What follows belongs to an exercise in optimizing a design on an open flow for small area, a short achievable clock period and few clock cycles; a production flow would make more cautious choices.
For this run, only the layout was checked, not whether the RTL still works.
In this run the design's own scripts or RTL, not TritonCTS, make the clock network.
The clock port is modelled as an ideal driver, which makes a skipped or thinned clock tree look cheaper than it is; a real chip needs a root buffer or a tree.
No activity file was given, so power comes from the tool's default toggle rates.

==> flow/flow/run.sh <==
#!/bin/bash
# Standard layout, except that:
#  - the port buffers are the smallest buffer cell (buf_1);
#  - the clock tree is built by flow/manual_tree.tcl in place of TritonCTS:
#    the clock port drives 4 root buffers, each next to its share of the
#    leaf buffers, and each leaf buffer drives one balanced k-means cluster
#    of flip-flops. Everything after the tree (legalisation, timing repair,
#    routing, finishing) is the standard cts.tcl and later steps.
set -euo pipefail
here=$(pwd)
export BUFFER_PORTS_ARGS="-buffer_cell sky130_fd_sc_hd__buf_1"
export RECOVER_POWER=100
bash standard.sh synth > log_synth.log 2>&1
rm -rf scripts_mt
cp -r "$FLOW_HOME/scripts" scripts_mt
python3 - "$here/scripts_mt/cts.tcl" > log_patch.log 2>&1 <<'PY'
import sys
p = sys.argv[1]
s = open(p).read()
old = "log_cmd clock_tree_synthesis {*}$cts_args"
assert s.count(old) == 1
s = s.replace(old, "source $::env(MT_TREE_TCL)\nmt_build $::env(MT_NLEAF) $::env(MT_NROOT) $::env(MT_LEAF_CELL) $::env(MT_ROOT_CELL)")
open(p, "w").write(s)
print("patched", p)
PY
export MT_TREE_TCL="$here/flow/manual_tree.tcl"
export MT_NLEAF=12
export MT_NROOT=4
export MT_LEAF_CELL=sky130_fd_sc_hd__clkbuf_16
export MT_ROOT_CELL=sky130_fd_sc_hd__clkbuf_16
bash standard.sh SCRIPTS_DIR="$here/scripts_mt" finish > log_flow.log 2>&1
==> flow/flow/manual_tree.tcl <==
proc mt_build {nleaf use_root leaf_cell root_cell} {
  set db [ord::get_db]
  set block [ord::get_db_block]
  set clk [$block findNet clk]
  set sinks {}
  foreach it [$clk getITerms] {
    if {[$it isInputSignal] || [[$it getMTerm] getSigType] eq "CLOCK"} { lappend sinks $it }
  }
  set n [llength $sinks]
  set xs {}; set ys {}
  foreach it $sinks {
    set bb [[$it getInst] getBBox]
    lappend xs [expr {([$bb xMin] + [$bb xMax]) / 2}]
    lappend ys [expr {([$bb yMin] + [$bb yMax]) / 2}]
  }
  # k-means, seeded along a sort by angle around the centroid
  set cx 0; set cy 0
  foreach x $xs y $ys { set cx [expr {$cx + $x}]; set cy [expr {$cy + $y}] }
  set cx [expr {$cx / double($n)}]; set cy [expr {$cy / double($n)}]
  set idx {}
  for {set i 0} {$i < $n} {incr i} {
    lappend idx [list $i [expr {atan2([lindex $ys $i] - $cy, [lindex $xs $i] - $cx)}]]
  }
  set idx [lsort -real -index 1 $idx]
  set kx {}; set ky {}
  for {set c 0} {$c < $nleaf} {incr c} {
    set sx 0; set sy 0; set m 0
    for {set p [expr {$c * $n / $nleaf}]} {$p < ($c + 1) * $n / $nleaf} {incr p} {
      set i [lindex $idx $p 0]
      set sx [expr {$sx + [lindex $xs $i]}]; set sy [expr {$sy + [lindex $ys $i]}]; incr m
    }
    lappend kx [expr {$sx / double($m)}]; lappend ky [expr {$sy / double($m)}]
  }
  set cap [expr {int(ceil(double($n) / $nleaf * 1.15))}]
  for {set iter 0} {$iter < 30} {incr iter} {
    # balanced assignment: nearest centre with room
    set pairs {}
    for {set i 0} {$i < $n} {incr i} {
      for {set c 0} {$c < $nleaf} {incr c} {
        set d [expr {abs([lindex $xs $i] - [lindex $kx $c]) + abs([lindex $ys $i] - [lindex $ky $c])}]
        lappend pairs [list $i $c $d]
      }
    }
    set pairs [lsort -real -index 2 $pairs]
    set asg [lrepeat $n -1]; set cnt [lrepeat $nleaf 0]
    foreach pr $pairs {
      lassign $pr i c d
      if {[lindex $asg $i] >= 0 || [lindex $cnt $c] >= $cap} continue
      lset asg $i $c; lset cnt $c [expr {[lindex $cnt $c] + 1}]
    }
    set nx [lrepeat $nleaf 0.0]; set ny [lrepeat $nleaf 0.0]
    for {set i 0} {$i < $n} {incr i} {
      set c [lindex $asg $i]
      lset nx $c [expr {[lindex $nx $c] + [lindex $xs $i]}]
      lset ny $c [expr {[lindex $ny $c] + [lindex $ys $i]}]
    }
    for {set c 0} {$c < $nleaf} {incr c} {
      if {[lindex $cnt $c] > 0} {
        lset kx $c [expr {[lindex $nx $c] / [lindex $cnt $c]}]
        lset ky $c [expr {[lindex $ny $c] / [lindex $cnt $c]}]
      }
    }
  }
  set lm [$db findMaster $leaf_cell]
  set rm [$db findMaster $root_cell]
  # group the leaves for the roots: sort leaves by angle around the centroid
  set lidx {}
  for {set c 0} {$c < $nleaf} {incr c} {
    lappend lidx [list $c [expr {atan2([lindex $ky $c] - $cy, [lindex $kx $c] - $cx)}]]
  }
  set lidx [lsort -real -index 1 $lidx]
  set lroot [lrepeat $nleaf 0]
  if {$use_root > 0} {
    for {set p 0} {$p < $nleaf} {incr p} {
      lset lroot [lindex $lidx $p 0] [expr {$p * $use_root / $nleaf}]
    }
    set tops {}
    for {set r 0} {$r < $use_root} {incr r} {
      set sx 0; set sy 0; set m 0
      for {set c 0} {$c < $nleaf} {incr c} {
        if {[lindex $lroot $c] == $r} {
          set sx [expr {$sx + [lindex $kx $c]}]; set sy [expr {$sy + [lindex $ky $c]}]; incr m
        }
      }
      set root [odb::dbInst_create $block $rm "mt_root_$r"]
      $root setLocation [expr {int($sx / $m)}] [expr {int($sy / $m)}]
      $root setPlacementStatus PLACED
      set top [odb::dbNet_create $block "mt_clk_root_$r"]
      $top setSigType CLOCK
      [$root findITerm A] connect $clk
      [mt_out $root] connect $top
      lappend tops $top
    }
  }
  for {set c 0} {$c < $nleaf} {incr c} {
    set b [odb::dbInst_create $block $lm "mt_leaf_$c"]
    $b setLocation [expr {int([lindex $kx $c])}] [expr {int([lindex $ky $c])}]
    $b setPlacementStatus PLACED
    set net [odb::dbNet_create $block "mt_clk_$c"]
    $net setSigType CLOCK
    if {$use_root > 0} {
      [$b findITerm A] connect [lindex $tops [lindex $lroot $c]]
    } else {
      [$b findITerm A] connect $clk
    }
    [mt_out $b] connect $net
    for {set i 0} {$i < $n} {incr i} {
      if {[lindex $asg $i] == $c} {
        set it [lindex $sinks $i]
        $it disconnect
        $it connect $net
      }
    }
  }
  puts "manual tree: $n sinks, $nleaf leaves ([join $cnt { }]), roots $use_root"
}

# the output pin of a buffer (X) or inverter (Y)
proc mt_out {inst} {
  set it [$inst findITerm X]
  if {$it eq "NULL" || $it eq ""} { set it [$inst findITerm Y] }
  return $it
}
==> flow/standard.sh <==
#!/bin/bash
# synth_recipe.tcl (not shown) runs the flow's synth.tcl, then flattens the netlist and writes it again
# the make line also repeats each setting of config.mk as NAME=value (left out here)
make -C /OpenROAD-flow-scripts/flow DESIGN_CONFIG=/design/flow/config.mk WORK_HOME=/design/flow/orfs CLKGATE_MAP_FILE= SYNTH_SCRIPT=/design/flow/synth_recipe.tcl "${@:-finish}"
==> flow/config.mk <==
export PLATFORM = sky130hd
export DESIGN_NAME = frame_codec
export DESIGN_NICKNAME = frame_codec
export VERILOG_FILES = /design/flow/design.v
export SDC_FILE = /design/flow/constraint.sdc
export NUM_CORES = 4
export LEC_CHECK = 0
export CAP_MARGIN = 20
export CORE_MARGIN = 2
export CORE_UTILIZATION = 60
export SETUP_SLACK_MARGIN = 3.85
export SLEW_MARGIN = 20
export SYNTH_HIERARCHICAL = 1
==> flow/constraint.sdc <==
create_clock -name core_clock -period 6.0 [get_ports {clk}]
set_input_delay 1.2000 -clock core_clock [delete_from_list [all_inputs] [get_ports {clk}]]
set_output_delay 1.2000 -clock core_clock [all_outputs]
set_load 0.01 [all_outputs]
==> flow/design.v <==
module fc_nor2 (input wire a, input wire b, output wire y);
    assign y = ~(a | b);
endmodule
module fc_nand2 (input wire a, input wire b, output wire y);
    assign y = ~(a & b);
endmodule
module fc_inv (input wire a, output wire y);
    assign y = ~a;
endmodule
module fc_nand3 (input wire a, input wire b, input wire c, output wire y);
    assign y = ~(a & b & c);
endmodule
module fc_nand4 (input wire a, input wire b, input wire c, input wire d, output wire y);
    assign y = ~(a & b & c & d);
endmodule
module fc_nor3 (input wire a, input wire b, input wire c, output wire y);
    assign y = ~(a | b | c);
endmodule
module fc_nor4 (input wire a, input wire b, input wire c, input wire d, output wire y);
    assign y = ~(a | b | c | d);
endmodule
module fc_a22oi (input wire a, input wire b, input wire c, input wire d, output wire y);
    assign y = ~((a & b) | (c & d));
endmodule
module fc_a21oi (input wire a, input wire b, input wire c, output wire y);
    assign y = ~((a & b) | c);
endmodule
module fc_mux2i (input wire a, input wire b, input wire s, output wire y);
    assign y = ~(s ? b : a);
endmodule
module fc_pass (input wire a, input wire b, input wire c, input wire d, output wire y);
    assign y = (~a & ~b & c) | d;
endmodule
module fc_fail (input wire a, input wire b, input wire c, input wire d, output wire y);
    assign y = ((a | b) & c) | d;
endmodule
module frame_request_check (
    input  wire        op,
    input  wire        aw,
    input  wire [15:0] raw_hi,
    input  wire [7:0]  sid_raw,
    input  wire [7:0]  nid_raw,
    input  wire [7:0]  plen,
    output wire        oor,       
    output wire        ptl_any    
);
    wire [7:0] r1;
    wire [3:0] r2;
    wire [1:0] r3;
    wire       raw_any;
    genvar g;
    generate
        for (g = 0; g < 8; g = g + 1) begin : l1
            fc_nor2 u (.a(raw_hi[2*g]), .b(raw_hi[2*g+1]), .y(r1[g]));
        end
        for (g = 0; g < 4; g = g + 1) begin : l2
            fc_nand2 u (.a(r1[2*g]), .b(r1[2*g+1]), .y(r2[g]));
        end
        for (g = 0; g < 2; g = g + 1) begin : l3
            fc_nor2 u (.a(r2[2*g]), .b(r2[2*g+1]), .y(r3[g]));
        end
    endgenerate
    fc_nand2 u_r4 (.a(r3[0]), .b(r3[1]), .y(raw_any));
    wire aw_n, raw_ok;
    fc_inv   u_awn (.a(aw), .y(aw_n));
    fc_nand2 u_rok (.a(aw_n), .b(raw_any), .y(raw_ok));
    wire s1a, s1b, s2, sn_none;
    fc_nor2  u_s1a (.a(sid_raw[7]), .b(sid_raw[6]), .y(s1a));
    fc_nor2  u_s1b (.a(sid_raw[5]), .b(nid_raw[7]), .y(s1b));
    fc_nand2 u_s2  (.a(s1a), .b(s1b), .y(s2));
    fc_nor2  u_s3  (.a(s2), .b(nid_raw[6]), .y(sn_none));
    fc_mux2i u_oor (.a(raw_ok), .b(sn_none), .s(op), .y(oor));
    wire p1a, p1b;
    fc_nor2  u_p1a (.a(plen[7]), .b(plen[6]), .y(p1a));
    fc_nor2  u_p1b (.a(plen[5]), .b(plen[4]), .y(p1b));
    fc_nand2 u_p2  (.a(p1a), .b(p1b), .y(ptl_any));
endmodule
module frame_byte_mux (
    input  wire         s_cfg,
    input  wire         s_a0r, s_a0p, s_a1r, s_a1p, s_a2r, s_a3r,
    input  wire [14:0]  s_pay,
    input  wire         s_end,
    input  wire         aw,
    input  wire         ft,
    input  wire [3:0]   plen,
    input  wire [31:0]  raw_id,
    input  wire [4:0]   sid,
    input  wire [5:0]   nid,
    input  wire [119:0] pay,
    output wire [7:0]   yn         
);
    wire b0_l1_0;
    fc_a22oi u_b0_l1_0 (.a(s_cfg), .b(plen[0]), .c(s_a0r), .d(raw_id[0]), .y(b0_l1_0));
    wire b0_l1_1;
    fc_a22oi u_b0_l1_1 (.a(s_a0p), .b(nid[0]), .c(s_a1r), .d(raw_id[8]), .y(b0_l1_1));
    wire b0_l1_2;
    fc_a22oi u_b0_l1_2 (.a(s_a1p), .b(sid[2]), .c(s_a2r), .d(raw_id[16]), .y(b0_l1_2));
    wire b0_l1_3;
    fc_a22oi u_b0_l1_3 (.a(s_a3r), .b(raw_id[24]), .c(s_pay[0]), .d(pay[0]), .y(b0_l1_3));
    wire b0_l1_4;
    fc_a22oi u_b0_l1_4 (.a(s_pay[1]), .b(pay[8]), .c(s_pay[2]), .d(pay[16]), .y(b0_l1_4));
    wire b0_l1_5;
    fc_a22oi u_b0_l1_5 (.a(s_pay[3]), .b(pay[24]), .c(s_pay[4]), .d(pay[32]), .y(b0_l1_5));
    wire b0_l1_6;
    fc_a22oi u_b0_l1_6 (.a(s_pay[5]), .b(pay[40]), .c(s_pay[6]), .d(pay[48]), .y(b0_l1_6));
    wire b0_l1_7;
    fc_a22oi u_b0_l1_7 (.a(s_pay[7]), .b(pay[56]), .c(s_pay[8]), .d(pay[64]), .y(b0_l1_7));
    wire b0_l1_8;
    fc_a22oi u_b0_l1_8 (.a(s_pay[9]), .b(pay[72]), .c(s_pay[10]), .d(pay[80]), .y(b0_l1_8));
    wire b0_l1_9;
    fc_a22oi u_b0_l1_9 (.a(s_pay[11]), .b(pay[88]), .c(s_pay[12]), .d(pay[96]), .y(b0_l1_9));
    wire b0_l1_10;
    fc_a22oi u_b0_l1_10 (.a(s_pay[13]), .b(pay[104]), .c(s_pay[14]), .d(pay[112]), .y(b0_l1_10));
    wire b0_l1_11;
    fc_inv u_b0_l1_11 (.a(s_end), .y(b0_l1_11));
    wire b0_l2_0;
    fc_nand4 u_b0_l2_0 (.a(b0_l1_0), .b(b0_l1_3), .c(b0_l1_6), .d(b0_l1_9), .y(b0_l2_0));
    wire b0_l2_1;
    fc_nand4 u_b0_l2_1 (.a(b0_l1_1), .b(b0_l1_4), .c(b0_l1_7), .d(b0_l1_10), .y(b0_l2_1));
    wire b0_l2_2;
    fc_nand4 u_b0_l2_2 (.a(b0_l1_2), .b(b0_l1_5), .c(b0_l1_8), .d(b0_l1_11), .y(b0_l2_2));
    fc_nor3 u_b0_l3 (.a(b0_l2_0), .b(b0_l2_1), .c(b0_l2_2), .y(yn[0]));
    wire b1_l1_0;
    fc_a22oi u_b1_l1_0 (.a(s_cfg), .b(plen[1]), .c(s_a0r), .d(raw_id[1]), .y(b1_l1_0));
    wire b1_l1_1;
    fc_a22oi u_b1_l1_1 (.a(s_a0p), .b(nid[1]), .c(s_a1r), .d(raw_id[9]), .y(b1_l1_1));
    wire b1_l1_2;
    fc_a22oi u_b1_l1_2 (.a(s_a1p), .b(sid[3]), .c(s_a2r), .d(raw_id[17]), .y(b1_l1_2));
    wire b1_l1_3;
    fc_a22oi u_b1_l1_3 (.a(s_a3r), .b(raw_id[25]), .c(s_pay[0]), .d(pay[1]), .y(b1_l1_3));
    wire b1_l1_4;
    fc_a22oi u_b1_l1_4 (.a(s_pay[1]), .b(pay[9]), .c(s_pay[2]), .d(pay[17]), .y(b1_l1_4));
    wire b1_l1_5;
    fc_a22oi u_b1_l1_5 (.a(s_pay[3]), .b(pay[25]), .c(s_pay[4]), .d(pay[33]), .y(b1_l1_5));
    wire b1_l1_6;
    fc_a22oi u_b1_l1_6 (.a(s_pay[5]), .b(pay[41]), .c(s_pay[6]), .d(pay[49]), .y(b1_l1_6));
    wire b1_l1_7;
    fc_a22oi u_b1_l1_7 (.a(s_pay[7]), .b(pay[57]), .c(s_pay[8]), .d(pay[65]), .y(b1_l1_7));
    wire b1_l1_8;
    fc_a22oi u_b1_l1_8 (.a(s_pay[9]), .b(pay[73]), .c(s_pay[10]), .d(pay[81]), .y(b1_l1_8));
    wire b1_l1_9;
    fc_a22oi u_b1_l1_9 (.a(s_pay[11]), .b(pay[89]), .c(s_pay[12]), .d(pay[97]), .y(b1_l1_9));
    wire b1_l1_10;
    fc_a22oi u_b1_l1_10 (.a(s_pay[13]), .b(pay[105]), .c(s_pay[14]), .d(pay[113]), .y(b1_l1_10));
    wire b1_l2_0;
    fc_nand4 u_b1_l2_0 (.a(b1_l1_0), .b(b1_l1_3), .c(b1_l1_6), .d(b1_l1_9), .y(b1_l2_0));
    wire b1_l2_1;
    fc_nand4 u_b1_l2_1 (.a(b1_l1_1), .b(b1_l1_4), .c(b1_l1_7), .d(b1_l1_10), .y(b1_l2_1));
    wire b1_l2_2;
    fc_nand3 u_b1_l2_2 (.a(b1_l1_2), .b(b1_l1_5), .c(b1_l1_8), .y(b1_l2_2));
    fc_nor3 u_b1_l3 (.a(b1_l2_0), .b(b1_l2_1), .c(b1_l2_2), .y(yn[1]));
    wire b2_l1_0;
    fc_a22oi u_b2_l1_0 (.a(s_cfg), .b(plen[2]), .c(s_a0r), .d(raw_id[2]), .y(b2_l1_0));
    wire b2_l1_1;
    fc_a22oi u_b2_l1_1 (.a(s_a0p), .b(nid[2]), .c(s_a1r), .d(raw_id[10]), .y(b2_l1_1));
    wire b2_l1_2;
    fc_a22oi u_b2_l1_2 (.a(s_a1p), .b(sid[4]), .c(s_a2r), .d(raw_id[18]), .y(b2_l1_2));
    wire b2_l1_3;
    fc_a22oi u_b2_l1_3 (.a(s_a3r), .b(raw_id[26]), .c(s_pay[0]), .d(pay[2]), .y(b2_l1_3));
    wire b2_l1_4;
    fc_a22oi u_b2_l1_4 (.a(s_pay[1]), .b(pay[10]), .c(s_pay[2]), .d(pay[18]), .y(b2_l1_4));
    wire b2_l1_5;
    fc_a22oi u_b2_l1_5 (.a(s_pay[3]), .b(pay[26]), .c(s_pay[4]), .d(pay[34]), .y(b2_l1_5));
    wire b2_l1_6;
    fc_a22oi u_b2_l1_6 (.a(s_pay[5]), .b(pay[42]), .c(s_pay[6]), .d(pay[50]), .y(b2_l1_6));
    wire b2_l1_7;
    fc_a22oi u_b2_l1_7 (.a(s_pay[7]), .b(pay[58]), .c(s_pay[8]), .d(pay[66]), .y(b2_l1_7));
    wire b2_l1_8;
    fc_a22oi u_b2_l1_8 (.a(s_pay[9]), .b(pay[74]), .c(s_pay[10]), .d(pay[82]), .y(b2_l1_8));
    wire b2_l1_9;
    fc_a22oi u_b2_l1_9 (.a(s_pay[11]), .b(pay[90]), .c(s_pay[12]), .d(pay[98]), .y(b2_l1_9));
    wire b2_l1_10;
    fc_a22oi u_b2_l1_10 (.a(s_pay[13]), .b(pay[106]), .c(s_pay[14]), .d(pay[114]), .y(b2_l1_10));
    wire b2_l1_11;
    fc_inv u_b2_l1_11 (.a(s_end), .y(b2_l1_11));
    wire b2_l2_0;
    fc_nand4 u_b2_l2_0 (.a(b2_l1_0), .b(b2_l1_3), .c(b2_l1_6), .d(b2_l1_9), .y(b2_l2_0));
    wire b2_l2_1;
    fc_nand4 u_b2_l2_1 (.a(b2_l1_1), .b(b2_l1_4), .c(b2_l1_7), .d(b2_l1_10), .y(b2_l2_1));
    wire b2_l2_2;
    fc_nand4 u_b2_l2_2 (.a(b2_l1_2), .b(b2_l1_5), .c(b2_l1_8), .d(b2_l1_11), .y(b2_l2_2));
    fc_nor3 u_b2_l3 (.a(b2_l2_0), .b(b2_l2_1), .c(b2_l2_2), .y(yn[2]));
    wire b3_l1_0;
    fc_a22oi u_b3_l1_0 (.a(s_cfg), .b(plen[3]), .c(s_a0r), .d(raw_id[3]), .y(b3_l1_0));
    wire b3_l1_1;
    fc_a22oi u_b3_l1_1 (.a(s_a0p), .b(nid[3]), .c(s_a1r), .d(raw_id[11]), .y(b3_l1_1));
    wire b3_l1_2;
    fc_a22oi u_b3_l1_2 (.a(s_a2r), .b(raw_id[19]), .c(s_a3r), .d(raw_id[27]), .y(b3_l1_2));
    wire b3_l1_3;
    fc_a22oi u_b3_l1_3 (.a(s_pay[0]), .b(pay[3]), .c(s_pay[1]), .d(pay[11]), .y(b3_l1_3));
    wire b3_l1_4;
    fc_a22oi u_b3_l1_4 (.a(s_pay[2]), .b(pay[19]), .c(s_pay[3]), .d(pay[27]), .y(b3_l1_4));
    wire b3_l1_5;
    fc_a22oi u_b3_l1_5 (.a(s_pay[4]), .b(pay[35]), .c(s_pay[5]), .d(pay[43]), .y(b3_l1_5));
    wire b3_l1_6;
    fc_a22oi u_b3_l1_6 (.a(s_pay[6]), .b(pay[51]), .c(s_pay[7]), .d(pay[59]), .y(b3_l1_6));
    wire b3_l1_7;
    fc_a22oi u_b3_l1_7 (.a(s_pay[8]), .b(pay[67]), .c(s_pay[9]), .d(pay[75]), .y(b3_l1_7));
    wire b3_l1_8;
    fc_a22oi u_b3_l1_8 (.a(s_pay[10]), .b(pay[83]), .c(s_pay[11]), .d(pay[91]), .y(b3_l1_8));
    wire b3_l1_9;
    fc_a22oi u_b3_l1_9 (.a(s_pay[12]), .b(pay[99]), .c(s_pay[13]), .d(pay[107]), .y(b3_l1_9));
    wire b3_l1_10;
    fc_nand2 u_b3_l1_10 (.a(s_pay[14]), .b(pay[115]), .y(b3_l1_10));
    wire b3_l2_0;
    fc_nand4 u_b3_l2_0 (.a(b3_l1_0), .b(b3_l1_3), .c(b3_l1_6), .d(b3_l1_9), .y(b3_l2_0));
    wire b3_l2_1;
    fc_nand4 u_b3_l2_1 (.a(b3_l1_1), .b(b3_l1_4), .c(b3_l1_7), .d(b3_l1_10), .y(b3_l2_1));
    wire b3_l2_2;
    fc_nand3 u_b3_l2_2 (.a(b3_l1_2), .b(b3_l1_5), .c(b3_l1_8), .y(b3_l2_2));
    fc_nor3 u_b3_l3 (.a(b3_l2_0), .b(b3_l2_1), .c(b3_l2_2), .y(yn[3]));
    wire b4_l1_0;
    fc_a22oi u_b4_l1_0 (.a(s_cfg), .b(ft), .c(s_a0r), .d(raw_id[4]), .y(b4_l1_0));
    wire b4_l1_1;
    fc_a22oi u_b4_l1_1 (.a(s_a0p), .b(nid[4]), .c(s_a1r), .d(raw_id[12]), .y(b4_l1_1));
    wire b4_l1_2;
    fc_a22oi u_b4_l1_2 (.a(s_a2r), .b(raw_id[20]), .c(s_a3r), .d(raw_id[28]), .y(b4_l1_2));
    wire b4_l1_3;
    fc_a22oi u_b4_l1_3 (.a(s_pay[0]), .b(pay[4]), .c(s_pay[1]), .d(pay[12]), .y(b4_l1_3));
    wire b4_l1_4;
    fc_a22oi u_b4_l1_4 (.a(s_pay[2]), .b(pay[20]), .c(s_pay[3]), .d(pay[28]), .y(b4_l1_4));
    wire b4_l1_5;
    fc_a22oi u_b4_l1_5 (.a(s_pay[4]), .b(pay[36]), .c(s_pay[5]), .d(pay[44]), .y(b4_l1_5));
    wire b4_l1_6;
    fc_a22oi u_b4_l1_6 (.a(s_pay[6]), .b(pay[52]), .c(s_pay[7]), .d(pay[60]), .y(b4_l1_6));
    wire b4_l1_7;
    fc_a22oi u_b4_l1_7 (.a(s_pay[8]), .b(pay[68]), .c(s_pay[9]), .d(pay[76]), .y(b4_l1_7));
    wire b4_l1_8;
    fc_a22oi u_b4_l1_8 (.a(s_pay[10]), .b(pay[84]), .c(s_pay[11]), .d(pay[92]), .y(b4_l1_8));
    wire b4_l1_9;
    fc_a22oi u_b4_l1_9 (.a(s_pay[12]), .b(pay[100]), .c(s_pay[13]), .d(pay[108]), .y(b4_l1_9));
    wire b4_l1_10;
    fc_a21oi u_b4_l1_10 (.a(s_pay[14]), .b(pay[116]), .c(s_end), .y(b4_l1_10));
    wire b4_l2_0;
    fc_nand4 u_b4_l2_0 (.a(b4_l1_0), .b(b4_l1_3), .c(b4_l1_6), .d(b4_l1_9), .y(b4_l2_0));
    wire b4_l2_1;
    fc_nand4 u_b4_l2_1 (.a(b4_l1_1), .b(b4_l1_4), .c(b4_l1_7), .d(b4_l1_10), .y(b4_l2_1));
    wire b4_l2_2;
    fc_nand3 u_b4_l2_2 (.a(b4_l1_2), .b(b4_l1_5), .c(b4_l1_8), .y(b4_l2_2));
    fc_nor3 u_b4_l3 (.a(b4_l2_0), .b(b4_l2_1), .c(b4_l2_2), .y(yn[4]));
    wire b5_l1_0;
    fc_a22oi u_b5_l1_0 (.a(s_cfg), .b(aw), .c(s_a0r), .d(raw_id[5]), .y(b5_l1_0));
    wire b5_l1_1;
    fc_a22oi u_b5_l1_1 (.a(s_a0p), .b(nid[5]), .c(s_a1r), .d(raw_id[13]), .y(b5_l1_1));
    wire b5_l1_2;
    fc_a22oi u_b5_l1_2 (.a(s_a2r), .b(raw_id[21]), .c(s_a3r), .d(raw_id[29]), .y(b5_l1_2));
    wire b5_l1_3;
    fc_a22oi u_b5_l1_3 (.a(s_pay[0]), .b(pay[5]), .c(s_pay[1]), .d(pay[13]), .y(b5_l1_3));
    wire b5_l1_4;
    fc_a22oi u_b5_l1_4 (.a(s_pay[2]), .b(pay[21]), .c(s_pay[3]), .d(pay[29]), .y(b5_l1_4));
    wire b5_l1_5;
    fc_a22oi u_b5_l1_5 (.a(s_pay[4]), .b(pay[37]), .c(s_pay[5]), .d(pay[45]), .y(b5_l1_5));
    wire b5_l1_6;
    fc_a22oi u_b5_l1_6 (.a(s_pay[6]), .b(pay[53]), .c(s_pay[7]), .d(pay[61]), .y(b5_l1_6));
    wire b5_l1_7;
    fc_a22oi u_b5_l1_7 (.a(s_pay[8]), .b(pay[69]), .c(s_pay[9]), .d(pay[77]), .y(b5_l1_7));
    wire b5_l1_8;
    fc_a22oi u_b5_l1_8 (.a(s_pay[10]), .b(pay[85]), .c(s_pay[11]), .d(pay[93]), .y(b5_l1_8));
    wire b5_l1_9;
    fc_a22oi u_b5_l1_9 (.a(s_pay[12]), .b(pay[101]), .c(s_pay[13]), .d(pay[109]), .y(b5_l1_9));
    wire b5_l1_10;
    fc_nand2 u_b5_l1_10 (.a(s_pay[14]), .b(pay[117]), .y(b5_l1_10));
    wire b5_l2_0;
    fc_nand4 u_b5_l2_0 (.a(b5_l1_0), .b(b5_l1_3), .c(b5_l1_6), .d(b5_l1_9), .y(b5_l2_0));
    wire b5_l2_1;
    fc_nand4 u_b5_l2_1 (.a(b5_l1_1), .b(b5_l1_4), .c(b5_l1_7), .d(b5_l1_10), .y(b5_l2_1));
    wire b5_l2_2;
    fc_nand3 u_b5_l2_2 (.a(b5_l1_2), .b(b5_l1_5), .c(b5_l1_8), .y(b5_l2_2));
    fc_nor3 u_b5_l3 (.a(b5_l2_0), .b(b5_l2_1), .c(b5_l2_2), .y(yn[5]));
    wire b6_l1_0;
    fc_a22oi u_b6_l1_0 (.a(s_a0r), .b(raw_id[6]), .c(s_a0p), .d(sid[0]), .y(b6_l1_0));
    wire b6_l1_1;
    fc_a22oi u_b6_l1_1 (.a(s_a1r), .b(raw_id[14]), .c(s_a2r), .d(raw_id[22]), .y(b6_l1_1));
    wire b6_l1_2;
    fc_a22oi u_b6_l1_2 (.a(s_a3r), .b(raw_id[30]), .c(s_pay[0]), .d(pay[6]), .y(b6_l1_2));
    wire b6_l1_3;
    fc_a22oi u_b6_l1_3 (.a(s_pay[1]), .b(pay[14]), .c(s_pay[2]), .d(pay[22]), .y(b6_l1_3));
    wire b6_l1_4;
    fc_a22oi u_b6_l1_4 (.a(s_pay[3]), .b(pay[30]), .c(s_pay[4]), .d(pay[38]), .y(b6_l1_4));
    wire b6_l1_5;
    fc_a22oi u_b6_l1_5 (.a(s_pay[5]), .b(pay[46]), .c(s_pay[6]), .d(pay[54]), .y(b6_l1_5));
    wire b6_l1_6;
    fc_a22oi u_b6_l1_6 (.a(s_pay[7]), .b(pay[62]), .c(s_pay[8]), .d(pay[70]), .y(b6_l1_6));
    wire b6_l1_7;
    fc_a22oi u_b6_l1_7 (.a(s_pay[9]), .b(pay[78]), .c(s_pay[10]), .d(pay[86]), .y(b6_l1_7));
    wire b6_l1_8;
    fc_a22oi u_b6_l1_8 (.a(s_pay[11]), .b(pay[94]), .c(s_pay[12]), .d(pay[102]), .y(b6_l1_8));
    wire b6_l1_9;
    fc_a22oi u_b6_l1_9 (.a(s_pay[13]), .b(pay[110]), .c(s_pay[14]), .d(pay[118]), .y(b6_l1_9));
    wire b6_l1_10;
    fc_nor2 u_b6_l1_10 (.a(s_cfg), .b(s_end), .y(b6_l1_10));
    wire b6_l2_0;
    fc_nand4 u_b6_l2_0 (.a(b6_l1_0), .b(b6_l1_3), .c(b6_l1_6), .d(b6_l1_9), .y(b6_l2_0));
    wire b6_l2_1;
    fc_nand4 u_b6_l2_1 (.a(b6_l1_1), .b(b6_l1_4), .c(b6_l1_7), .d(b6_l1_10), .y(b6_l2_1));
    wire b6_l2_2;
    fc_nand3 u_b6_l2_2 (.a(b6_l1_2), .b(b6_l1_5), .c(b6_l1_8), .y(b6_l2_2));
    fc_nor3 u_b6_l3 (.a(b6_l2_0), .b(b6_l2_1), .c(b6_l2_2), .y(yn[6]));
    wire b7_l1_0;
    fc_a22oi u_b7_l1_0 (.a(s_a0r), .b(raw_id[7]), .c(s_a0p), .d(sid[1]), .y(b7_l1_0));
    wire b7_l1_1;
    fc_a22oi u_b7_l1_1 (.a(s_a1r), .b(raw_id[15]), .c(s_a2r), .d(raw_id[23]), .y(b7_l1_1));
    wire b7_l1_2;
    fc_a22oi u_b7_l1_2 (.a(s_a3r), .b(raw_id[31]), .c(s_pay[0]), .d(pay[7]), .y(b7_l1_2));
    wire b7_l1_3;
    fc_a22oi u_b7_l1_3 (.a(s_pay[1]), .b(pay[15]), .c(s_pay[2]), .d(pay[23]), .y(b7_l1_3));
    wire b7_l1_4;
    fc_a22oi u_b7_l1_4 (.a(s_pay[3]), .b(pay[31]), .c(s_pay[4]), .d(pay[39]), .y(b7_l1_4));
    wire b7_l1_5;
    fc_a22oi u_b7_l1_5 (.a(s_pay[5]), .b(pay[47]), .c(s_pay[6]), .d(pay[55]), .y(b7_l1_5));
    wire b7_l1_6;
    fc_a22oi u_b7_l1_6 (.a(s_pay[7]), .b(pay[63]), .c(s_pay[8]), .d(pay[71]), .y(b7_l1_6));
    wire b7_l1_7;
    fc_a22oi u_b7_l1_7 (.a(s_pay[9]), .b(pay[79]), .c(s_pay[10]), .d(pay[87]), .y(b7_l1_7));
    wire b7_l1_8;
    fc_a22oi u_b7_l1_8 (.a(s_pay[11]), .b(pay[95]), .c(s_pay[12]), .d(pay[103]), .y(b7_l1_8));
    wire b7_l1_9;
    fc_a22oi u_b7_l1_9 (.a(s_pay[13]), .b(pay[111]), .c(s_pay[14]), .d(pay[119]), .y(b7_l1_9));
    wire b7_l1_10;
    fc_inv u_b7_l1_10 (.a(s_cfg), .y(b7_l1_10));
    wire b7_l2_0;
    fc_nand4 u_b7_l2_0 (.a(b7_l1_0), .b(b7_l1_3), .c(b7_l1_6), .d(b7_l1_9), .y(b7_l2_0));
    wire b7_l2_1;
    fc_nand4 u_b7_l2_1 (.a(b7_l1_1), .b(b7_l1_4), .c(b7_l1_7), .d(b7_l1_10), .y(b7_l2_1));
    wire b7_l2_2;
    fc_nand3 u_b7_l2_2 (.a(b7_l1_2), .b(b7_l1_5), .c(b7_l1_8), .y(b7_l2_2));
    fc_nor3 u_b7_l3 (.a(b7_l2_0), .b(b7_l2_1), .c(b7_l2_2), .y(yn[7]));
endmodule
module frame_serializer (
    input  wire         clk,
    input  wire         rst,
    input  wire         req_valid,
    output reg          req_ready,
    input  wire         op,           
    input  wire         ft,
    input  wire         aw,
    input  wire [31:0]  raw_id,
    input  wire [7:0]   sid_raw,
    input  wire [7:0]   nid_raw,
    input  wire [7:0]   plen,
    input  wire [119:0] pay,
    output reg          tx_valid,
    output reg  [7:0]   tx_data,
    output reg          tx_last,
    input  wire         tx_ready,
    output reg          resp_valid,
    output wire [2:0]   status,
    output reg  [4:0]   wire_len
);
    wire oor, ptl_any;
    frame_request_check u_chk (
        .op(op), .aw(aw), .raw_hi(raw_id[31:16]), .sid_raw(sid_raw), .nid_raw(nid_raw),
        .plen(plen), .oor(oor), .ptl_any(ptl_any)
    );
    wire ok = !oor && !ptl_any;
    reg [1:0] st;
    assign status = {1'b0, st};
    reg       n_cfg, n_addr, n_pay, n_end;
    reg [3:0] ilo, ihi;     
    reg       r_op, r_aw;
    reg [3:0] r_len;
    wire take     = tx_valid && tx_ready;
    wire [3:0] lst    = r_len - 4'd1;
    wire addr_lst = r_aw ? ilo[3] : ilo[1];
    wire pay_lst  = ilo[lst[1:0]] && ihi[lst[3:2]];
    wire no_pay   = (r_len == 4'd0);
    wire step     = (n_addr && !addr_lst) || (n_pay && !pay_lst);
    wire [3:0]  s_addr = {4{n_addr}} & ilo;
    reg  [14:0] s_pay;
    integer i;
    always @(*)
        for (i = 0; i < 15; i = i + 1)
            s_pay[i] = n_pay && ilo[i % 4] && ihi[i / 4];
    wire [7:0] nxt_n;
    frame_byte_mux u_mux (
        .s_cfg(n_cfg),
        .s_a0r(s_addr[0] && !r_op), .s_a0p(s_addr[0] && r_op),
        .s_a1r(s_addr[1] && !r_op), .s_a1p(s_addr[1] && r_op),
        .s_a2r(s_addr[2] && !r_op), .s_a3r(s_addr[3] && !r_op),
        .s_pay(s_pay), .s_end(n_end),
        .aw(aw), .ft(ft), .plen(plen[3:0]), .raw_id(raw_id),
        .sid(sid_raw[4:0]), .nid(nid_raw[5:0]), .pay(pay), .yn(nxt_n)
    );
    wire [7:0] nxt = ~nxt_n;
    wire acc  = req_ready && req_valid && !rst;
    wire done = take && tx_last && !rst;
    wire tx_valid_d, resp_valid_d, req_ready_d;
    fc_pass u_v (.a(oor), .b(ptl_any), .c(acc), .d(!rst && tx_valid && !(tx_ready && tx_last)), .y(tx_valid_d));
    fc_fail u_r (.a(oor), .b(ptl_any), .c(acc), .d(done), .y(resp_valid_d));
    fc_fail u_q (.a(oor), .b(ptl_any), .c(acc), .d(rst || (req_ready && !req_valid) || done), .y(req_ready_d));
    wire [4:0] len_sum = 5'd5 + {3'd0, aw, 1'b0} + {1'b0, plen[3:0]};
    always @(posedge clk) begin
        st       <= {!oor && ptl_any, oor};
        wire_len <= {5{ok}} & len_sum;
        r_op     <= op;
        r_aw     <= aw;
        r_len    <= plen[3:0];
        if (req_ready) begin
            tx_data <= 8'hAA;
            n_cfg   <= 1'b1;
            n_addr  <= 1'b0;
            n_pay   <= 1'b0;
            n_end   <= 1'b0;
            ilo     <= 4'b0001;
            ihi     <= 4'b0001;
        end else if (take) begin
            tx_data <= nxt;
            n_cfg   <= 1'b0;
            n_addr  <= n_cfg || (n_addr && !addr_lst);
            n_pay   <= (n_addr && addr_lst && !no_pay) || (n_pay && !pay_lst);
            n_end   <= (n_addr && addr_lst && no_pay) || (n_pay && pay_lst) || n_end;
            ilo     <= step ? {ilo[2:0], ilo[3]} : 4'b0001;
            ihi     <= !step ? 4'b0001 : (ilo[3] ? {ihi[2:0], ihi[3]} : ihi);
        end
        req_ready  <= req_ready_d;
        tx_valid   <= tx_valid_d;
        resp_valid <= resp_valid_d;
        tx_last    <= !rst && tx_valid && !(tx_ready && tx_last) && (tx_ready ? n_end : tx_last);
    end
endmodule
module frame_deserializer (
    input  wire         clk,
    input  wire         rst,
    input  wire         req_valid,
    output reg          req_ready,
    input  wire         rx_valid,
    input  wire [7:0]   rx_data,
    input  wire         rx_timeout,
    output reg          rx_ready,
    output reg          resp_valid,
    output wire [2:0]   status,
    output wire         ft,
    output wire         aw,
    output wire [25:0]  sid,
    output wire [5:0]   nid,
    output wire [3:0]   plen,
    output wire [119:0] pay
);
    reg         st_start, st_cfg, st_addr, st_pay, st_end;
    reg [5:0]   rx_cfg;
    reg [31:0]  rx_acc;
    reg [1:0]   k;
    reg [3:0]   j;
    reg [119:0] rx_buf;
    reg         st_desync, st_trunc;
    assign status = {st_trunc, st_desync, st_desync};
    assign ft     = rx_cfg[4];
    assign aw     = rx_cfg[5];
    assign plen   = rx_cfg[3:0];
    assign sid    = rx_acc[31:6];
    assign nid    = rx_acc[5:0];
    assign pay    = rx_buf;
    wire is_aa = (rx_data == 8'hAA);
    wire is_55 = (rx_data == 8'h55);
    wire ev    = rx_valid || rx_timeout;
    wire acc   = req_ready && req_valid;
    wire fin = rx_ready && ((st_start && (rx_timeout || (rx_valid && !is_aa)))
                         || ((st_cfg || st_addr || st_pay) && rx_timeout)
                         || (st_end && ev));
    wire addr_lst = (k == {rx_cfg[5], 1'b1});
    wire pay_lst  = (j == rx_cfg[3:0] - 4'd1);
    wire no_pay   = (rx_cfg[3:0] == 4'd0);
    integer i;
    always @(posedge clk) begin
        if (st_cfg)
            rx_cfg <= rx_data[5:0];
        if (st_start)
            rx_acc[31:16] <= 16'd0;
        for (i = 0; i < 4; i = i + 1)
            if (st_addr && k == i)
                rx_acc[8*i +: 8] <= rx_data;
        for (i = 0; i < 15; i = i + 1)
            if (st_pay && j == i)
                rx_buf[8*i +: 8] <= rx_data;
        st_desync <= st_start;
        st_trunc  <= !st_start && !(st_end && rx_valid && is_55);
        st_start <= acc || (st_start && !ev);
        st_cfg   <= !acc && ((st_start && rx_valid) || (st_cfg && !rx_valid));
        st_addr  <= !acc && (st_cfg && rx_valid || (st_addr && !(rx_valid && addr_lst)));
        st_pay   <= !acc && ((st_addr && rx_valid && addr_lst && !no_pay)
                          || (st_pay && !(rx_valid && pay_lst)));
        st_end   <= !acc && ((st_addr && rx_valid && addr_lst && no_pay)
                          || (st_pay && rx_valid && pay_lst) || st_end);
        k        <= st_addr ? k + {1'b0, rx_valid} : 2'd0;
        j        <= st_pay ? j + {3'd0, rx_valid} : 4'd0;
        req_ready  <= rst || (req_ready && !req_valid) || fin;
        rx_ready   <= !rst && (acc || (rx_ready && !fin));
        resp_valid <= !rst && fin;
    end
endmodule
module frame_codec (
    input  wire         clk,
    input  wire         rst,
    input  wire         tx_req_valid,
    output wire         tx_req_ready,
    input  wire         tx_op,
    input  wire         tx_ft,
    input  wire         tx_aw,
    input  wire [31:0]  tx_raw_id,
    input  wire [7:0]   tx_sid,
    input  wire [7:0]   tx_nid,
    input  wire [7:0]   tx_plen,
    input  wire [119:0] tx_pay,
    output wire         tx_valid,
    output wire [7:0]   tx_data,
    output wire         tx_last,
    input  wire         tx_ready,
    output wire         tx_resp_valid,
    output wire [2:0]   tx_status,
    output wire [4:0]   tx_wire_len,
    input  wire         rx_req_valid,
    output wire         rx_req_ready,
    input  wire         rx_valid,
    input  wire [7:0]   rx_data,
    input  wire         rx_timeout,
    output wire         rx_ready,
    output wire         rx_resp_valid,
    output wire [2:0]   rx_status,
    output wire         rx_ft,
    output wire         rx_aw,
    output wire [25:0]  rx_sid,
    output wire [5:0]   rx_nid,
    output wire [3:0]   rx_plen,
    output wire [119:0] rx_pay
);
    frame_serializer u_tx (
        .clk(clk), .rst(rst),
        .req_valid(tx_req_valid), .req_ready(tx_req_ready),
        .op(tx_op), .ft(tx_ft), .aw(tx_aw), .raw_id(tx_raw_id),
        .sid_raw(tx_sid), .nid_raw(tx_nid), .plen(tx_plen), .pay(tx_pay),
        .tx_valid(tx_valid), .tx_data(tx_data), .tx_last(tx_last), .tx_ready(tx_ready),
        .resp_valid(tx_resp_valid), .status(tx_status), .wire_len(tx_wire_len)
    );
    frame_deserializer u_rx (
        .clk(clk), .rst(rst),
        .req_valid(rx_req_valid), .req_ready(rx_req_ready),
        .rx_valid(rx_valid), .rx_data(rx_data), .rx_timeout(rx_timeout), .rx_ready(rx_ready),
        .resp_valid(rx_resp_valid), .status(rx_status),
        .ft(rx_ft), .aw(rx_aw), .sid(rx_sid), .nid(rx_nid), .plen(rx_plen), .pay(rx_pay)
    );
endmodule
==> results.txt <==
==> area by class of cell <==
class                      count  area [µm²]
sequential                   211        5807
fill                         914        3453
multi-input combinational    365        2879
timing repair buffer         391        1568
buffer                        16       400.4
tap                          184       230.2
inverter                      21       78.83
antenna                        3       7.507
==> path summary, 6_finish.rpt <==
kind | to | slack, ps
max reg2reg | u_rx.rx_buf[2]$_DFFE_PP_ | 3660
min | u_rx.st_desync$_DFF_P_ | 460
max | u_rx.rx_ready$_DFF_P_ | 3400
min reg2reg | u_rx.st_desync$_DFF_P_ | 460
==> Yosys stat by module (local to each module, per instance), excerpt <==
module | cells inside | times used | cell area (µm²) | flops+latches
fc_nor2 | 1 | 16 | 3.754 | 0
fc_nor3 | 1 | 8 | 10.01 | 0
fc_fail | 2 | 2 | 11.26 | 0
fc_nand3 | 1 | 6 | 5.005 | 0
fc_pass | 2 | 1 | 11.26 | 0
fc_a22oi | 1 | 83 | 12.51 | 0
==> cell usage after synthesis (all sizes together), types with 2 or more instances <==
library cell,count
a311oi,2
nand2,26
and3,18
a211o,5
mux2i,6
a21oi,9
inv,21
a22o,3
or2,2
a41oi,2
ha,6
nor2,51
nor2b,3
xnor2,5
dfxtp,53
nor3,21
edfxtp,158
nand3b,2
buf,10
nand4,20
o31ai,3
a21o,2
a22oi,84
nand2b,4
xor2,7
o2111ai,3
a211oi,6
o21ai,8
nor3b,3
nor4bb,2
nand3,17
and2,27
clkbuf,9
==> worst max-delay path, cell delays in order <==
cell and delay [ps]:
clkbuf_1 720, nor4bb_1 390, nand4b_1 150, a21boi_0 240, o21ba_2 140
==> power by group <==
part           internal (W)  leakage (nW)  total [W]  switching [W]
logic             0.0000749          1.50   0.000195       0.000120
clock network      0.000476         0.197   0.000904       0.000429
registers           0.00159          1.87    0.00161      0.0000201
==> layer usage <==
layer | vias up | track usage [%] | wire length (µm)
met5 | - | 0 | 13
met4 | 2 | 15.69 | 1547
met3 | 97 | 6.504 | 2841
met2 | 526 | 64.32 | 14850
met1 | 3419 | 40.51 | 9478
li1 | 3143 | - | -
==> per-stage QoR <==
| step | total power, W | std cells | setup slack (ps) | area (µm²) |
|---|---|---|---|---|
| floorplan | 0.001712 | 615 | 3846 | 8823 |
| global placement | 0.001822 | 1161 | 3314 | 10400 |
| global route | 0.002780 | 1188 | 3274 | 10960 |
| CTS | 0.002591 | 1188 | 3676 | 11220 |
| detailed placement | 0.001829 | 1161 | 3227 | 10400 |
| finish | 0.002714 | 1191 | 3395 | 10970 |
==> state kept, by name (all words and copies together) (netlist names), 2 cells and up <==
name and count:
u_tx.tx_data 8, u_rx.rx_acc 32, u_tx.ilo 4, u_tx.ihi 4
u_rx.rx_buf 120, u_tx.r_len 4, u_tx.wire_len 5, u_rx.k 2
u_rx.j 4, u_rx.rx_cfg 6, u_tx.st 2
==> cells by family after synthesis <==
family,Yosys count
and+or+nand+nor,203
muxes,8
adders and majority gates,7
xor gates and xnor gates,13
DFF,211
AOI/OAI and AO/OA,132
other,1
buffers and inverters,40
==> repair_timing <==
action,in CTS,in global routing
setup endpoints to repair,125,22
cloned,3,0
pin swaps,58,0
resized for setup,111,12
setup buffers,8,0
==> impl_metrics.py <==
metrics = {
    "status": {
        "outcome": "no timing/DRC/antenna violations",
    },
    "routing": {
        "drt_wl_total_um": 28730,
        "vias_per_cell": 6.034,
        "drt_first_pass_iters": 5,
        "vias": 7187,
        "postRouteAntennaNets": 0,
        "routedWlPerCell_um": 24.13,
        "drc": 0,
        "drt_iter0_markers": 489,
    },
    "synth": {
        "synth_compound_area_share_pct": 15.95,
        "syn-cell-area_um2": 8817,
        "synth-main-ff-cell": "edfxtp_1",
        "synth-simple-area-share_pct": 12.43,
        "syn-instance-count": 615,
        "yosysSeqAreaShare_pct": 65.84,
        "synth-edff-count": 158,
        "synth_top_family_by_area": "compound AO/OA/AOI/OAI gates",
        "synth.mux.area_fraction_pct": 1.107,
        "synthAdderAreaFrac_pct": 1.078,
        "synth_xor_xnor_area_share_pct": 1.533,
        "yosysWarnings": 8,
        "synth_top_cell_area_share_pct": 53.81,
        "synth-seq-cells": 211,
        "synth_top_area_cell": "edfxtp_1",
        "syn_area_per_cell_um2": 14.34,
        "async_reset_ff_share_pct": 0,
        "synth_cell_types": 59,
        "syn_nets": 816,
        "yosys-top-cells-area": "edfxtp_1 (54%), dfxtp_1 (12%), a22oi_2 (12%), nor2_1 (2.2%), and2_1 (1.9%)",
    },
    "worst_setup_path": {
        "critPathKind": "input port to flip-flop",
        "crit_required_ps": 6230,
        "cp-startpoint": "rx_data[3]",
        "worst_r2r_path_depth": 3,
        "cp-start-kind": "input port",
        "end_kind": "flip-flop",
        "worstPathArrival_ps": 2840,
        "worstReg2RegStart": "u_rx.st_pay$_DFF_P_",
        "path_max_fanout": 22,
    },
    "layout": {
        "drive_gt1_share_pct": 15.04,
        "final_nets": 1207,
        "final_core_util_pct": 76.06,
        "syn_to_final_growth_pct": 24.42,
        "final_common_cell": "buf_1",
        "layout_common_cells": "buf_1 (347), edfxtp_1 (158), a22oi_2 (78), dfxtp_1 (52), nor2_1 (48)",
    },
    "timing": {
        "finClkSkew_ps": 24.33,
        "slew_headroom_pct": 13.60,
        "fmax_mhz": 383.9,
        "finalSetupTns_ps": 0,
        "period_needed_ps": 2605,
        "finalHoldViolCount": 0,
        "setup_viol": 0,
        "hold_ws_ps": 464.2,
        "drv_slew": 0,
        "period_share_pct": 43.42,
        "rsz0062_at_grt": "true",
        "worst_pin_slew_ps": 1286,
    },
    "worst_hold_path": {
        "min_path_type": "flip-flop to flip-flop",
        "hp-start": "u_rx.st_start$_DFF_P_",
        "whs_path_depth": 0,
    },
    "power": {
        "peakVddDrop_mv": 0.2035,
        "p_per_area_nw_per_um2": 247.4,
        "p_leak_nw": 3.571,
    },
    "global_route": {
        "overflow": 0,
        "grt_pass1_vias": 7099,
        "grt_pass1_wl_um": 42010,
        "grt_antenna_before_repair": 3,
        "track_usage_pct": 35.28,
        "grt_max_degree": 24,
    },
    "clock_tree": {
        "clk_latency_ps": 300,
        "clkTransAtPathRegs_ps": 70,
        "postCtsHoldBufs": 0,
    },
    "die": {
        "ioPinCount": 378,
        "fp.dieArea_um2": 15680,
        "core_um2": 14420,
        "die_w_um": 125.2,
        "row_count": 44,
        "die_y_um": 125.2,
        "start_util_pct": 61.13,
    },
    "place": {
        "dp_hpwl_um": 20520,
        "place.gp.congestion": 0.9738,
        "portBuffers": 376,
    },
    "run": {
        "cap_violations": 0,
    },
}

==> what the ideal ports hide <==
The results above use ideal ports. As a check the final layout listed here was re-extracted and re-timed, cells and wires unchanged.
Step 1: set_driving_cell puts a clkbuf_16 on clk and a buf_2 on each other input, an assumption about the parent block.
Step 2 adds t to the input delays and takes it off the output delays; t is the mean of the earliest and latest rising clock arrival at the registers after step 1. Input paths then give back, and output paths get back, about the clock's delay inside the block.
a / b / c = no drivers / after step 1 / after step 2; a / b = the first two.
t (ns): 0.383
setup WS [ns]: 3.395 / 3.398 / 3.067
slew at the worst register clock pin (ns): 0.09 / 0.09
cell pins on the clock port's net: 4
After both steps this run still meets setup and hold. The setup slack of this run moves by +0.003 ns with the drivers and by -0.328 ns with both steps.
